What follows belongs to an exercise in optimizing a design on an open flow for small area, a short achievable clock period and few clock cycles; a production flow would make more cautious choices. In this exercise RTL edits were held to simulation tests only and were not proved equivalent to the original. Power and IR drop assume default switching activity.

$ cat design/flow/design.v
module ap4s_core (
    input  wire        clk,
    input  wire        rst,
    input  wire        req,
    input  wire        we,
    input  wire [7:0]  addr,
    input  wire [15:0] wdata,
    output reg         ack,
    output reg  [15:0] rdata
);
    localparam [3:0] E_NONE     = 4'd0;
    localparam [3:0] E_SHORT    = 4'd1;
    localparam [3:0] E_BADFCC   = 4'd2;
    localparam [3:0] E_BADDPID  = 4'd3;
    localparam [3:0] E_UNKTYPE  = 4'd4;
    localparam [3:0] E_LENGTH   = 4'd5;
    localparam [3:0] E_ALPHA    = 4'd6;
    localparam [3:0] E_ILLEGAL  = 4'd8;
    localparam [3:0] E_BUFRANGE = 4'd9;
    localparam [5:0] C0 = 6'd48;
    localparam [5:0] C1 = 6'd17;
    localparam [5:0] C2 = 6'd29;
    localparam [5:0] C3 = 6'd30;
    localparam [6:0] GF_POLY = 7'h43;
    localparam [3:0] S_IDLE  = 4'd0;
    localparam [3:0] S_ACK   = 4'd1;
    localparam [3:0] S_CMD   = 4'd2;
    localparam [3:0] S_GEN   = 4'd3;
    localparam [3:0] S_SCAN  = 4'd4;
    localparam [3:0] S_CHECK = 4'd5;
    localparam [3:0] S_EMIT  = 4'd6;
    localparam [3:0] S_PAD   = 4'd7;
    localparam [3:0] S_PAR   = 4'd8;
    localparam [3:0] S_TAIL  = 4'd9;
    reg [15:0]  res;
    reg [3:0]   stat_err;
    reg [1:0]   stat_btype;
    reg         stat_valid;
    reg         stat_ready;
    reg [6:0]   ilen;
    reg [6:0]   olen;
    reg [5:0]   acc0, acc1, acc2, acc3;
    reg [5:0]   logt [0:63];
    reg [5:0]   alog [0:63];
    reg [7:0]   ibuf [0:63];
    reg [133:0] obuf;             
    reg [3:0]   state;
    reg [15:0]  cmd;
    reg         gen_done;         
    reg [6:0]   gx;               
    reg [6:0]   gi;               
    reg [6:0]   ci;               
    reg [6:0]   op;               
    reg         fcc_ok, dpid_ok, ci_digits, ci_alpha;
    reg         numeric;
    reg [1:0]   row;              
    reg [6:0]   body_end;         
    function is_digit(input [7:0] c);
        is_digit = (c >= 8'h30) && (c <= 8'h39);
    endfunction
    function in_alpha(input [7:0] c);
        in_alpha = ((c >= 8'h30) && (c <= 8'h39)) ||
                   ((c >= 8'h41) && (c <= 8'h5A)) ||
                   ((c >= 8'h61) && (c <= 8'h7A)) ||
                   (c == 8'h20) || (c == 8'h23);
    endfunction
    function [5:0] char_index(input [7:0] c);
        reg [7:0] d;
        begin
            if ((c >= 8'h30) && (c <= 8'h39))      d = c - 8'h30;
            else if ((c >= 8'h41) && (c <= 8'h5A)) d = c - 8'h37;
            else if ((c >= 8'h61) && (c <= 8'h7A)) d = c - 8'h3D;
            else if (c == 8'h20)                   d = 8'd62;
            else                                   d = 8'd63;
            char_index = d[5:0];
        end
    endfunction
    function [3:0] n_table(input [3:0] v);
        case (v)
            4'd0: n_table = 4'h0;
            4'd1: n_table = 4'h1;
            4'd2: n_table = 4'h2;
            4'd3: n_table = 4'h4;
            4'd4: n_table = 4'h5;
            4'd5: n_table = 4'h6;
            4'd6: n_table = 4'h8;
            4'd7: n_table = 4'h9;
            4'd8: n_table = 4'hA;
            default: n_table = 4'hC;
        endcase
    endfunction
    function [5:0] c_table(input [5:0] i);
        case (i)
            6'd0:  c_table = 6'd42; 6'd1:  c_table = 6'd48; 6'd2:  c_table = 6'd49;
            6'd3:  c_table = 6'd50; 6'd4:  c_table = 6'd52; 6'd5:  c_table = 6'd53;
            6'd6:  c_table = 6'd54; 6'd7:  c_table = 6'd56; 6'd8:  c_table = 6'd57;
            6'd9:  c_table = 6'd58; 6'd10: c_table = 6'd0;  6'd11: c_table = 6'd1;
            6'd12: c_table = 6'd2;  6'd13: c_table = 6'd4;  6'd14: c_table = 6'd5;
            6'd15: c_table = 6'd6;  6'd16: c_table = 6'd8;  6'd17: c_table = 6'd9;
            6'd18: c_table = 6'd10; 6'd19: c_table = 6'd16; 6'd20: c_table = 6'd17;
            6'd21: c_table = 6'd18; 6'd22: c_table = 6'd20; 6'd23: c_table = 6'd21;
            6'd24: c_table = 6'd22; 6'd25: c_table = 6'd24; 6'd26: c_table = 6'd25;
            6'd27: c_table = 6'd26; 6'd28: c_table = 6'd32; 6'd29: c_table = 6'd33;
            6'd30: c_table = 6'd34; 6'd31: c_table = 6'd36; 6'd32: c_table = 6'd37;
            6'd33: c_table = 6'd38; 6'd34: c_table = 6'd40; 6'd35: c_table = 6'd41;
            6'd36: c_table = 6'd11; 6'd37: c_table = 6'd12; 6'd38: c_table = 6'd13;
            6'd39: c_table = 6'd14; 6'd40: c_table = 6'd15; 6'd41: c_table = 6'd19;
            6'd42: c_table = 6'd23; 6'd43: c_table = 6'd27; 6'd44: c_table = 6'd28;
            6'd45: c_table = 6'd29; 6'd46: c_table = 6'd30; 6'd47: c_table = 6'd31;
            6'd48: c_table = 6'd35; 6'd49: c_table = 6'd39; 6'd50: c_table = 6'd43;
            6'd51: c_table = 6'd44; 6'd52: c_table = 6'd45; 6'd53: c_table = 6'd46;
            6'd54: c_table = 6'd47; 6'd55: c_table = 6'd51; 6'd56: c_table = 6'd55;
            6'd57: c_table = 6'd59; 6'd58: c_table = 6'd60; 6'd59: c_table = 6'd61;
            6'd60: c_table = 6'd62; 6'd61: c_table = 6'd63; 6'd62: c_table = 6'd3;
            default: c_table = 6'd7;
        endcase
    endfunction
    function [6:0] mod63(input [6:0] s);
        mod63 = (s >= 7'd63) ? (s - 7'd63) : s;
    endfunction
    wire [3:0]  c_op  = cmd[15:12];
    wire [5:0]  c_a6  = cmd[11:6];
    wire [5:0]  c_b6  = cmd[5:0];
    wire [7:0]  c_ch  = cmd[7:0];
    wire [1:0]  c_k   = cmd[1:0];
    reg cmd_legal;
    always @(*) begin
        case (c_op)
            4'h0, 4'h1, 4'h5, 4'hE: cmd_legal = (cmd[11:0] == 12'd0);
            4'h2, 4'h3, 4'h6, 4'hB: cmd_legal = (cmd[11:6] == 6'd0);
            4'h4:                   cmd_legal = 1'b1;
            4'h7, 4'hD:             cmd_legal = (cmd[11:2] == 10'd0);
            4'h8, 4'h9, 4'hA:       cmd_legal = (cmd[11:8] == 4'd0);
            4'hC:                   cmd_legal = ((cmd & 16'h0CCC) == 16'd0);
            default:                cmd_legal = 1'b0;
        endcase
    end
    wire cmd_uses_tables = (c_op == 4'h2) || (c_op == 4'h3) || (c_op == 4'h4) ||
                           (c_op == 4'h6) || (c_op == 4'hE);
    wire cmd_needs_gen   = cmd_legal && !gen_done &&
                           ((c_op == 4'h1) || (cmd_uses_tables && !stat_ready));
    wire [6:0] mul_sum = mod63({1'b0, logt[c_a6]} + {1'b0, logt[c_b6]});
    wire [5:0] mul_res = ((c_a6 == 6'd0) || (c_b6 == 6'd0)) ? 6'd0 : alog[mul_sum[5:0]];
    reg  [5:0] lfsr_in;
    wire [5:0] lm  = acc3 ^ lfsr_in;
    wire [6:0] ls0 = mod63({1'b0, logt[lm]} + {1'b0, logt[C0]});
    wire [6:0] ls1 = mod63({1'b0, logt[lm]} + {1'b0, logt[C1]});
    wire [6:0] ls2 = mod63({1'b0, logt[lm]} + {1'b0, logt[C2]});
    wire [6:0] ls3 = mod63({1'b0, logt[lm]} + {1'b0, logt[C3]});
    wire [5:0] lp0 = (lm == 6'd0) ? 6'd0 : alog[ls0[5:0]];
    wire [5:0] lp1 = (lm == 6'd0) ? 6'd0 : alog[ls1[5:0]];
    wire [5:0] lp2 = (lm == 6'd0) ? 6'd0 : alog[ls2[5:0]];
    wire [5:0] lp3 = (lm == 6'd0) ? 6'd0 : alog[ls3[5:0]];
    wire [5:0] nacc3 = acc2 ^ lp3;
    wire [5:0] nacc2 = acc1 ^ lp2;
    wire [5:0] nacc1 = acc0 ^ lp1;
    wire [5:0] nacc0 = lp0;
    wire [7:0] obuf_idx = addr - 8'h80;
    reg [15:0] rd_val;
    always @(*) begin
        rd_val = 16'd0;
        if (addr == 8'h01)      rd_val = res;
        else if (addr == 8'h02) rd_val = {8'd0, stat_ready, stat_valid, stat_btype, stat_err};
        else if (addr == 8'h03) rd_val = {9'd0, ilen};
        else if (addr == 8'h04) rd_val = {9'd0, olen};
        else if (addr >= 8'h40 && addr <= 8'h7F) rd_val = {8'd0, ibuf[addr[5:0]]};
        else if (addr >= 8'h80 && addr <= 8'hC2) rd_val = {14'd0, obuf[2*obuf_idx +: 2]};
    end
    wire [7:0] cur_ch   = ibuf[ci[5:0]];
    wire [3:0] cur_nenc = n_table(cur_ch[3:0]);
    wire [5:0] cur_cenc = c_table(char_index(cur_ch));
    wire [6:0] cust_len = ilen - 7'd10;
    wire [5:0] pack_sym = {obuf[2*op +: 2], obuf[2*(op+7'd1) +: 2], obuf[2*(op+7'd2) +: 2]};
    wire fcc11 = (ibuf[0] == 8'h31) && (ibuf[1] == 8'h31);
    wire fcc59 = (ibuf[0] == 8'h35) && (ibuf[1] == 8'h39);
    wire fcc62 = (ibuf[0] == 8'h36) && (ibuf[1] == 8'h32);
    reg [6:0] max_digits, max_chars, row_end;
    reg [1:0] row_sel;
    always @(*) begin
        if (fcc11) begin
            row_sel = 2'd1; max_digits = 7'd0;  max_chars = 7'd0;  row_end = 7'd23;
        end else if (fcc59) begin
            row_sel = 2'd2; max_digits = 7'd8;  max_chars = 7'd5;  row_end = 7'd38;
        end else begin
            row_sel = 2'd3; max_digits = 7'd15; max_chars = 7'd10; row_end = 7'd53;
        end
    end
    wire is_numeric = (cust_len != 7'd0) && ci_digits;
    integer k;
    always @(posedge clk) begin
        if (rst) begin
            state      <= S_IDLE;
            ack        <= 1'b0;
            rdata      <= 16'd0;
            res        <= 16'd0;
            stat_err   <= 4'd0;
            stat_btype <= 2'd0;
            stat_valid <= 1'b0;
            stat_ready <= 1'b0;
            ilen       <= 7'd0;
            olen       <= 7'd0;
            acc0 <= 6'd0; acc1 <= 6'd0; acc2 <= 6'd0; acc3 <= 6'd0;
            gen_done   <= 1'b0;
        end else begin
            case (state)
            S_IDLE: begin
                gen_done <= 1'b0;
                if (req) begin
                    if (we && addr == 8'h00) begin
                        cmd   <= wdata;
                        state <= S_CMD;
                    end else begin
                        if (we) begin
                            if (addr == 8'h03) ilen <= wdata[6:0];
                            else if (addr >= 8'h40 && addr <= 8'h7F) ibuf[addr[5:0]] <= wdata[7:0];
                        end else begin
                            rdata <= rd_val;
                        end
                        ack   <= 1'b1;
                        state <= S_ACK;
                    end
                end
            end
            S_ACK: begin
                ack   <= 1'b0;
                state <= S_IDLE;
            end
            S_GEN: begin
                alog[gi[5:0]] <= gx[5:0];
                if (gi == 7'd63) begin
                    logt[0]    <= 6'd0;
                    stat_ready <= 1'b1;
                    gen_done   <= 1'b1;
                    state      <= S_CMD;
                end else begin
                    logt[gx[5:0]] <= gi[5:0];
                end
                gx <= gx[5] ? ({gx[5:0], 1'b0} ^ GF_POLY) : {gx[5:0], 1'b0};
                gi <= gi + 7'd1;
            end
            S_CMD: begin
                if (!cmd_legal) begin
                    stat_err <= E_ILLEGAL;
                    ack      <= 1'b1;
                    state    <= S_ACK;
                end else if (cmd_needs_gen) begin
                    gx    <= 7'd1;
                    gi    <= 7'd0;
                    state <= S_GEN;
                end else begin
                    ack      <= 1'b1;
                    state    <= S_ACK;
                    stat_err <= E_NONE;
                    case (c_op)
                    4'h2: res <= {10'd0, logt[c_b6]};
                    4'h3: res <= {10'd0, alog[c_b6]};
                    4'h4: res <= {10'd0, mul_res};
                    4'h5: begin
                        acc0 <= 6'd0; acc1 <= 6'd0; acc2 <= 6'd0; acc3 <= 6'd0;
                    end
                    4'h6: begin
                        acc0 <= nacc0; acc1 <= nacc1; acc2 <= nacc2; acc3 <= nacc3;
                    end
                    4'h7: begin
                        case (c_k)
                            2'd0: res <= {10'd0, acc3};
                            2'd1: res <= {10'd0, acc2};
                            2'd2: res <= {10'd0, acc1};
                            default: res <= {10'd0, acc0};
                        endcase
                    end
                    4'h8: begin
                        if (in_alpha(c_ch)) res <= {10'd0, char_index(c_ch)};
                        else stat_err <= E_ALPHA;
                    end
                    4'h9: begin
                        if (is_digit(c_ch)) res <= {12'd0, n_table(c_ch[3:0])};
                        else stat_err <= E_ALPHA;
                    end
                    4'hA: begin
                        if (in_alpha(c_ch)) res <= {10'd0, c_table(char_index(c_ch))};
                        else stat_err <= E_ALPHA;
                    end
                    4'hB: res <= {10'd0, c_b6};
                    4'hC: res <= {10'd0, cmd[9:8], cmd[5:4], cmd[1:0]};
                    4'hD: begin
                        case (c_k)
                            2'd0: res <= 16'h0800;
                            2'd1: res <= 16'h0401;
                            2'd2: res <= 16'h0442;
                            default: res <= 16'h0233;
                        endcase
                    end
                    4'hE: begin
                        ack <= 1'b0;
                        if (ilen > 7'd64) begin
                            stat_err <= E_BUFRANGE;
                            ack <= 1'b1;
                        end else if (ilen < 7'd10) begin
                            stat_err <= E_SHORT;
                            ack <= 1'b1;
                        end else begin
                            state     <= S_SCAN;
                            ci        <= 7'd0;
                            fcc_ok    <= 1'b1;
                            dpid_ok   <= 1'b1;
                            ci_digits <= 1'b1;
                            ci_alpha  <= 1'b1;
                        end
                        if (ilen > 7'd64 || ilen < 7'd10) begin
                            olen       <= 7'd0;
                            stat_valid <= 1'b0;
                            stat_btype <= 2'd0;
                        end
                    end
                    default: ;   
                    endcase
                end
            end
            S_SCAN: begin
                if (ci < 7'd2)
                    fcc_ok <= fcc_ok & is_digit(cur_ch);
                else if (ci < 7'd10)
                    dpid_ok <= dpid_ok & is_digit(cur_ch);
                else begin
                    ci_digits <= ci_digits & is_digit(cur_ch);
                    ci_alpha  <= ci_alpha & in_alpha(cur_ch);
                end
                ci <= ci + 7'd1;
                if (ci == ilen - 7'd1)
                    state <= S_CHECK;
            end
            S_CHECK: begin
                if (!fcc_ok || !dpid_ok || !(fcc11 || fcc59 || fcc62) ||
                    (is_numeric && cust_len > max_digits) ||
                    (!is_numeric && cust_len > max_chars) ||
                    (!is_numeric && !ci_alpha)) begin
                    if (!fcc_ok)                                 stat_err <= E_BADFCC;
                    else if (!dpid_ok)                           stat_err <= E_BADDPID;
                    else if (!(fcc11 || fcc59 || fcc62))         stat_err <= E_UNKTYPE;
                    else if (is_numeric && cust_len > max_digits) stat_err <= E_LENGTH;
                    else if (!is_numeric && cust_len > max_chars) stat_err <= E_LENGTH;
                    else                                         stat_err <= E_ALPHA;
                    olen       <= 7'd0;
                    stat_valid <= 1'b0;
                    stat_btype <= 2'd0;
                    ack        <= 1'b1;
                    state      <= S_ACK;
                end else begin
                    numeric  <= is_numeric;
                    row      <= row_sel;
                    body_end <= row_end;
                    ci       <= 7'd0;
                    op       <= 7'd2;
                    obuf[1:0] <= 2'd1;
                    obuf[3:2] <= 2'd3;
                    state    <= S_EMIT;
                end
            end
            S_EMIT: begin
                if (ci < 7'd10 || numeric) begin
                    obuf[2*op +: 2]          <= cur_nenc[3:2];
                    obuf[2*(op+7'd1) +: 2]   <= cur_nenc[1:0];
                    op <= op + 7'd2;
                end else begin
                    obuf[2*op +: 2]          <= cur_cenc[5:4];
                    obuf[2*(op+7'd1) +: 2]   <= cur_cenc[3:2];
                    obuf[2*(op+7'd2) +: 2]   <= cur_cenc[1:0];
                    op <= op + 7'd3;
                end
                ci <= ci + 7'd1;
                if (ci == ilen - 7'd1)
                    state <= S_PAD;
            end
            S_PAD: begin
                if (op == body_end) begin
                    acc0 <= 6'd0; acc1 <= 6'd0; acc2 <= 6'd0; acc3 <= 6'd0;
                    op    <= 7'd2;
                    state <= S_PAR;
                end else begin
                    obuf[2*op +: 2] <= 2'd3;
                    op <= op + 7'd1;
                end
            end
            S_PAR: begin
                acc0 <= nacc0; acc1 <= nacc1; acc2 <= nacc2; acc3 <= nacc3;
                op <= op + 7'd3;
                if (op + 7'd3 == body_end)
                    state <= S_TAIL;
            end
            S_TAIL: begin
                obuf[2*(body_end+7'd0)  +: 2] <= acc3[5:4];
                obuf[2*(body_end+7'd1)  +: 2] <= acc3[3:2];
                obuf[2*(body_end+7'd2)  +: 2] <= acc3[1:0];
                obuf[2*(body_end+7'd3)  +: 2] <= acc2[5:4];
                obuf[2*(body_end+7'd4)  +: 2] <= acc2[3:2];
                obuf[2*(body_end+7'd5)  +: 2] <= acc2[1:0];
                obuf[2*(body_end+7'd6)  +: 2] <= acc1[5:4];
                obuf[2*(body_end+7'd7)  +: 2] <= acc1[3:2];
                obuf[2*(body_end+7'd8)  +: 2] <= acc1[1:0];
                obuf[2*(body_end+7'd9)  +: 2] <= acc0[5:4];
                obuf[2*(body_end+7'd10) +: 2] <= acc0[3:2];
                obuf[2*(body_end+7'd11) +: 2] <= acc0[1:0];
                obuf[2*(body_end+7'd12) +: 2] <= 2'd1;
                obuf[2*(body_end+7'd13) +: 2] <= 2'd3;
                olen       <= body_end + 7'd14;
                stat_btype <= row;
                stat_valid <= 1'b1;
                stat_err   <= E_NONE;
                ack        <= 1'b1;
                state      <= S_ACK;
            end
            default: state <= S_IDLE;
            endcase
        end
    end
    always @(*) begin
        if (state == S_PAR) lfsr_in = pack_sym;
        else                lfsr_in = c_b6;
    end
endmodule
$ cat design/flow/run.sh
#!/bin/bash
# synth_recipe.tcl (not shown) runs the flow's synth.tcl, then flattens the netlist and writes it again
# the make line also repeats each setting of config.mk as NAME=value (left out here)
make -C /OpenROAD-flow-scripts/flow DESIGN_CONFIG=/design/flow/config.mk WORK_HOME=/design/flow/orfs CLKGATE_MAP_FILE= SYNTH_SCRIPT=/design/flow/synth_recipe.tcl finish
$ cat design/flow/config.mk
export PLATFORM = sky130hd
export DESIGN_NAME = ap4s_core
export DESIGN_NICKNAME = ap4s_core
export VERILOG_FILES = /design/flow/design.v
export SDC_FILE = /design/flow/constraint.sdc
export NUM_CORES = 4
export LEC_CHECK = 0
export CAP_MARGIN = 20
export CORE_MARGIN = 2
export CORE_UTILIZATION = 40
export PLACE_DENSITY = 0.6
export SLEW_MARGIN = 20
$ cat design/flow/constraint.sdc
create_clock -name core_clock -period 12.0 [get_ports {clk}]
set_input_delay 2.4000 -clock core_clock [delete_from_list [all_inputs] [get_ports {clk}]]
set_output_delay 2.4000 -clock core_clock [all_outputs]
set_load 0.01 [all_outputs]
==> flow_summary.yaml <==
worst_setup_path:
  cpLargestDelayFamily: "multiplexers"
  critPathLaunchType: "flop"
  required_ns: 12.74
  path_class: "flop to flop"
  endpoint_kind: "flop"
  path_common_cell: "mux4_2"
  slowest_delay_ns: 0.92
  r2r_cells: 32
  cp_max_fo: 82
  path_buf_inv: 5
  slowest_stage: "nor2_2"
  timing.rr.start: "op[0]"
  rr_endpoint: "acc3[5]"
  reg2reg_slack_ns: 1.33
  critPathArrivalTime_ns: 11.41
logic_synthesis:
  synth_cells: 10263
  synth_seq_area_share_pct: 39.6
  synth_compound_area_share_pct: 14.8
  async_flop_share_pct: 0
  synth_top_area_cell: "edfxtp_1"
  synth-seq-cells: 1558
  yosysUniqueCellTypes: 112
  synth_xor_area_share_pct: 0.983
  syn_avg_cell_area_um2: 11.3
  ys_warn_count: 1
  synth_fa_ha_area_share_pct: 1.39
  ys.flop_type: "edfxtp_1"
  synth.area.top_cells: "edfxtp_1 38%, mux4_2 24%, nand2_1 3.8%"
  netlist_area_um2: 116000
  synth_mux_area_share_pct: 27.9
  synth-simple-area-share_pct: 11.9
  synth_top_family_by_area: "multiplexers"
  synth_edf_count: 1465
  synth_top_area_share_pct: 38.0
min_path:
  hold_start: "stat_err[3]"
  whs_path_depth: 2
  holdPathEnd: "stat_err[3]"
  hold_path.class: "flop to flop"
place:
  port_buffers: 39
  hpwl_mm: 404
  dpl_cell_area_um2: 121000
  gpl.final_weighted_congestion: 1.10
timing:
  rsz0062_at_grt: "false"
  slew_violations: 0
  max_freq_ghz: 0.0937
  fin_crit_ns: 10.67
  fin_setup_tns_ns: 0
  finalSetupViolations: 0
  max_slew.worst_pin.slew_ns: 1.40
  hold_viol_final: 0
  timing.final.crit_share_pct: 88.9
  maxSlewHeadroom_pct: 6.20
  fin_skew_ns: 0.0921
floorplanning:
  num_rows: 197
  initial_core_util_pct: 40.2
  core_um2: 288000
  die_w_um: 542
  dieArea_um2: 294000
  die_h_um: 542
  ios: 45
global_routing:
  use_met1_pct: 48.4
  use_met2_pct: 54.7
  grtUsageMet3_pct: 16.0
  antenna_found_initial: 56
  grt-busiest-layer: "met2"
  grt_pass1_wl_mm: 793
  grt_usage_pct: 38.1
  grt-ovfl-total: 0
  grt_pass1_vias: 97419
  grt_max_degree: 129
power_and_ir_drop:
  power.density_nw_per_um2: 94.9
  p_total_uw: 12100
  p_leak_uw: 0.0425
  ir_drop_v: 0.000116
cts:
  cts_sinks: 1558
  clk_pin_slew_ns: 0.06
  holdBufCountCts: 0
  cts_setup_buffers: 0
  htree_levels: 4
  cts-resized-gates: 0
  cts_buffer_depth: 4
  cts-root-buf: "clkbuf_16"
  cts_tree: "yes"
  clock_latency_ns: 0.91
  cts_buffers: 186
routing:
  drtPass1Iterations: 11
  drc: 0
  postRouteAntennaNets: 0
  wirelength_mm: 578
  detail_route.wl_per_cell_um: 41.4
  vias: 105801
  first_iter_violations: 19802
  routed_via_density: 7.58
finish:
  syn_to_final_growth_pct: 10.3
  drive_gt1_share_pct: 21.7
  layout_commonest_cell: "edfxtp_1"
  final_cell_mix: "1,465 x edfxtp_1, 1,210 x mux4_2, 1,170 x nand2_1, 1,038 x nor2_1, 594 x a21oi_1"
  finalNetCount: 10158
  final_area_um2: 128000
status:
  status: "timing/DRC/antenna clean"
run:
  drv_cap: 0
state kept, by name, summed over array words and instances (netlist names), 10 cells and up, named ones only:
register  flops
res          10
alog        384
rdata        11
obuf        134
ibuf        512
logt        384
cmd          16
where the power goes:
part           total (uW)  internal (uW)  leakage (uW)  switching, uW
Clock                5900           3420       0.00300           2480
Sequential           5890           5880        0.0149           4.47
Combinational         343           91.0        0.0245            252
worst reg2reg max path: cells and delay by family, from the launching register on:
kind | cells | cell delay (ns)
buffers and inverters | 5 | 1.28
AOI/OAI and AO/OA | 9 | 2.23
adders and majority gates | 2 | 0.46
and+or+nand+nor | 7 | 2.33
muxes | 5 | 3.00
xor gates and xnor gates | 4 | 0.85
DFF | 1 | 0.40
layer usage:
layer	routed length, um	vias up
li1	-	40721
met2	242000	9849
met3	89900	2236
met1	204000	52933
met4	42000	62
met5	746	-
synth_stat cells (61+ instances only):
cell type,number
a22oi_1,182
buf_1,141
mux4_2,1210
dfxtp_1,93
nand2_1,1176
nor2b_1,82
nand3_1,325
a31oi_1,88
edfxtp_1,1465
mux2_2,129
a221oi_1,103
clkbuf_1,611
xor2_1,61
o21ai_0,502
a211oi_1,108
nand4_1,104
mux2i_1,359
o211ai_1,193
nor2_1,1064
a21oi_1,595
o221ai_1,73
o22ai_1,228
inv_1,106
o21ai_1,64
xnor2_1,69
buf_2,72
ha_1,121
nor3_1,132
final cells by class:
type	count	area (um^2)
flip-flops and latches	1558	45900
fillers	26193	160000
clock buffers	223	5000
clock inverters	111	1170
multi-input cells	7732	66700
inverters	113	424
well taps	3781	4730
diodes	30	75.1
repair buffers	413	3770
logic make-up (layout without fill, tap and decap cells):
family,count (synthesis),after routing
other,1,36
multiplexers,1698,1698
AND/OR/NAND/NOR,3172,3172
flip-flops,1558,1558
buffers and inverters,978,860
XOR/XNOR,130,130
adder cells (fa/ha/maj),126,126
AO/OA/AOI/OAI,2600,2600
per-stage QoR:
step / cells / setup slack, ns / hold WS [ns] / util [%]
2_1_floorplan: 10268 / 2.89 / 0.432 / -
3_3_place_gp: 13594 / 1.63 / 0.449 / 42.1
3_5_place_dp: 13595 / 1.71 / 0.452 / 42.2
4_1_cts: 13929 / 1.69 / 0.459 / 44.3
5_1_grt: 13936 / 1.16 / 0.481 / 44.3
6_report: 13961 / 1.33 / 0.464 / 44.3
worst max-delay path by stage:
stage                from  endpoint  slack (ns)  cells after the start
global route        op[0]   acc3[5]        1.16                     32
CTS                 op[0]   acc3[1]        1.69                     32
finish              op[0]   acc3[5]        1.33                     32
detailed placement  op[0]   acc0[0]        1.71                     31
floorplan           op[0]   acc3[2]        2.89                     32
global placement    op[0]   acc0[0]        1.63                     33
Testbench counts, summed over its fixed seeds: cycles 44,454.

afterwards: timing with drivers on the ports:
No port has a modelled driver above. Below, the same layout with a new extraction and two added sets of constraints.
Step 1 sets driving cells, clkbuf_16 on the clock port and buf_2 on the other inputs (assumed; they add their load-dependent delay and slew).
Step 2 also shifts input and output timing later by t, the mid clock arrival at the registers, as if the neighbouring blocks saw the same clock.
a / b / c = no drivers / after step 1 / after step 2; a / b = the first two.
t (ns): 0.973
setup slack, ns: 1.330 / 1.330 / 1.330
worst hold slack (ns): 0.464 / 0.464 / 0.464
worst data-port slew with drivers (ns): 0.06
pins driven straight from the clock port: 1
After both steps setup and hold are still met in this run. The setup slack of this run moves by 0.000 ns with the drivers and by 0.000 ns with both steps.
